This is an optimization exercise on Yosys and OpenROAD, whose aim is small area, a short achievable clock period and few clock cycles, not a production implementation.
Only simulation tests tie the RTL to the original design; equivalence was not proved.
Power is estimated from default activity; no workload was simulated.

// sfr_top
module sfr_top (
    input  wire        clk,
    input  wire        rst,
    input  wire        evt_valid,
    input  wire [31:0] evt_data,
    output wire        evt_ready,
    output wire        rec_valid,
    output reg  [2:0]  rec_port,
    output reg         rec_last,
    output reg  [7:0]  rec_data,
    output wire [15:0] status,
    output wire [31:0] config_word,
    output wire [31:0] baud_word,
    output wire [31:0] stage_word
);
Size in the first run: roughly 3000 cells after synthesis, about 1200 flip-flops, ~0.050 mm^2 of cells after synthesis.
Settings: LEC_CHECK=0, CAP_MARGIN=20, CORE_MARGIN=2, CORE_UTILIZATION=50, SLEW_MARGIN=20; clock period 10.0 ns.
standard.sh (not shown) runs the stock make flow with config.mk's settings and CLKGATE_MAP_FILE= SYNTH_SCRIPT=/design/flow/synth_recipe.tcl, a recipe that flattens the netlist after the stock synthesis.
==> flow/flow/run.sh <==
#!/bin/bash
# Own layout flow: the standard ORFS flow (standard.sh) with these changes to how
# the layout is optimised (the design, clock period and constraints are unchanged):
#  - the port buffers are plain buffers (buf_2) instead of the delay cell buffer_ports
#    picks by default;
#  - the sizer may change a cell's footprint (MATCH_CELL_FOOTPRINT 0);
#  - clock tree synthesis adds no dummy loads and uses clkbuf_16 with up to 22 sinks per leaf buffer;
set -euo pipefail
MARGIN=${MARGIN:-7.0}
TNS=${TNS:-10}
bash standard.sh SETUP_SLACK_MARGIN=$MARGIN TNS_END_PERCENT=$TNS MATCH_CELL_FOOTPRINT=0 \
  "BUFFER_PORTS_ARGS=-buffer_cell sky130_fd_sc_hd__buf_2" \
  "CTS_ARGS=-sink_clustering_enable -repair_clock_nets -dont_use_dummy_load -sink_clustering_size 22 -sink_clustering_max_diameter 100 -buf_list sky130_fd_sc_hd__clkbuf_16" \
  finish > flow_make.log 2>&1
The baseline finished with timing, DRC and antenna clean.
Testbench counts at the start, summed over its fixed seeds: cycles 88,023.
==> next run, changes <==
--- a/flow/flow/run.sh
+++ b/flow/flow/run.sh
@@ -7 +7 @@
-#  - clock tree synthesis adds no dummy loads and uses clkbuf_16 with up to 22 sinks per leaf buffer;
+#  - clock tree synthesis adds no dummy loads and uses clkbuf_16 with up to 26 sinks per leaf buffer;
@@ -10 +10 @@
-TNS=${TNS:-10}
+TNS=${TNS:-3}
@@ -13 +13 @@
-  "CTS_ARGS=-sink_clustering_enable -repair_clock_nets -dont_use_dummy_load -sink_clustering_size 22 -sink_clustering_max_diameter 100 -buf_list sky130_fd_sc_hd__clkbuf_16" \
+  "CTS_ARGS=-sink_clustering_enable -repair_clock_nets -dont_use_dummy_load -sink_clustering_size 26 -sink_clustering_max_diameter 80 -buf_list sky130_fd_sc_hd__clkbuf_16" \
=> Total power drops by 0.85%. Design area barely changes. Maximum frequency climbs by 0.72%. Sequential share of layout area drops by 0.15 points. Global-route usage drops by 0.25 points. Routed wire length climbs by 1.4%. Setup slack gets better by 0.027 ns. Via count stays flat.
==> next run, changes <==
--- a/flow/flow/run.sh
+++ b/flow/flow/run.sh
@@ -10 +10 @@
-TNS=${TNS:-3}
+TNS=${TNS:-10}
--- a/flow/config.mk
+++ b/flow/config.mk
@@ -10 +10 @@
-export CORE_UTILIZATION = 50
+export CORE_UTILIZATION = 65
What happened:
- The changed run passed the timing, DRC and antenna checks
- routed wire length is lower by 2.3%
- sequential cell count is unchanged
- maximum frequency decreases by 4.1%
- setup slack got worse by 0.16 ns
- total power falls by 0.80%
- cell area stays flat
- die area decreases by 23%
- hold slack got worse by 0.056 ns
- area after synthesis does not change
- first-iteration DRC count goes up by 8.3%
==> next run, changes <==
==> flow/flow/run.sh (replaced) <==
#!/bin/bash
# Own layout flow: the standard ORFS flow (standard.sh) with these changes to how
# the layout is optimised (the design, clock period and constraints are unchanged):
#  - the port buffers are plain buffers (buf_4) instead of the delay cell buffer_ports
#    picks by default;
#  - the sizer may change a cell's footprint (MATCH_CELL_FOOTPRINT 0);
#  - clock tree synthesis adds no dummy loads;
set -euo pipefail
MARGIN=${MARGIN:-7.0}
TNS=${TNS:-10}
bash standard.sh SETUP_SLACK_MARGIN=$MARGIN TNS_END_PERCENT=$TNS MATCH_CELL_FOOTPRINT=0 \
  "BUFFER_PORTS_ARGS=-buffer_cell sky130_fd_sc_hd__buf_4" \
  "CTS_ARGS=-sink_clustering_enable -repair_clock_nets -dont_use_dummy_load" \
  finish > flow_make.log 2>&1
--- a/flow/config.mk
+++ b/flow/config.mk
@@ -10 +10 @@
-export CORE_UTILIZATION = 65
+export CORE_UTILIZATION = 50
Effect: The changed run ran to the end with no violations; maximum frequency is higher by about 3.5%; cell area increases by 4.2%; clock power rose by about 60%; wire length went up by 5.7%; cell count increases by 8.1%; combinational power rises by about 5%; first-iteration DRC count rose by about 1.1%; worst setup slack gains 0.13 ns; clock-buffer cell count rises by 67; hold slack is about the same.

## separate check: timing with driven ports
How much do the figures lean on ideal ports? The routed layouts below were timed once more, with nothing changed but the port constraints.
Step 1: set_driving_cell puts a clkbuf_16 on clk and a buf_2 on each other input, an assumption about the parent block.
Step 2 adds t to the input delays and takes it off the output delays; t is the mean of the earliest and latest rising clock arrival at the registers after step 1. Input paths then give back, and output paths get back, about the clock's delay inside the block.
Slacks: ideal / step 1 / step 2; pairs: ideal / step 1.
| run | t, ns | setup WS [ns] | worst setup path after step 2 |
|---|---|---|---|
| the first run | 0.730 | 6.247 / 6.104 / 5.374 | input to register |
| the second run | 0.740 | 6.274 / 6.151 / 5.410 | input to register |
| the third run | 0.691 | 6.117 / 6.063 / 5.372 | input to register |
| the fourth run | 0.750 | 6.249 / 6.123 / 5.373 | input to register |
After both steps every run listed still meets setup and hold. For the fourth run, which loses most, drivers alone change the setup slack by -0.126 ns; drivers and shift together by -0.876 ns.
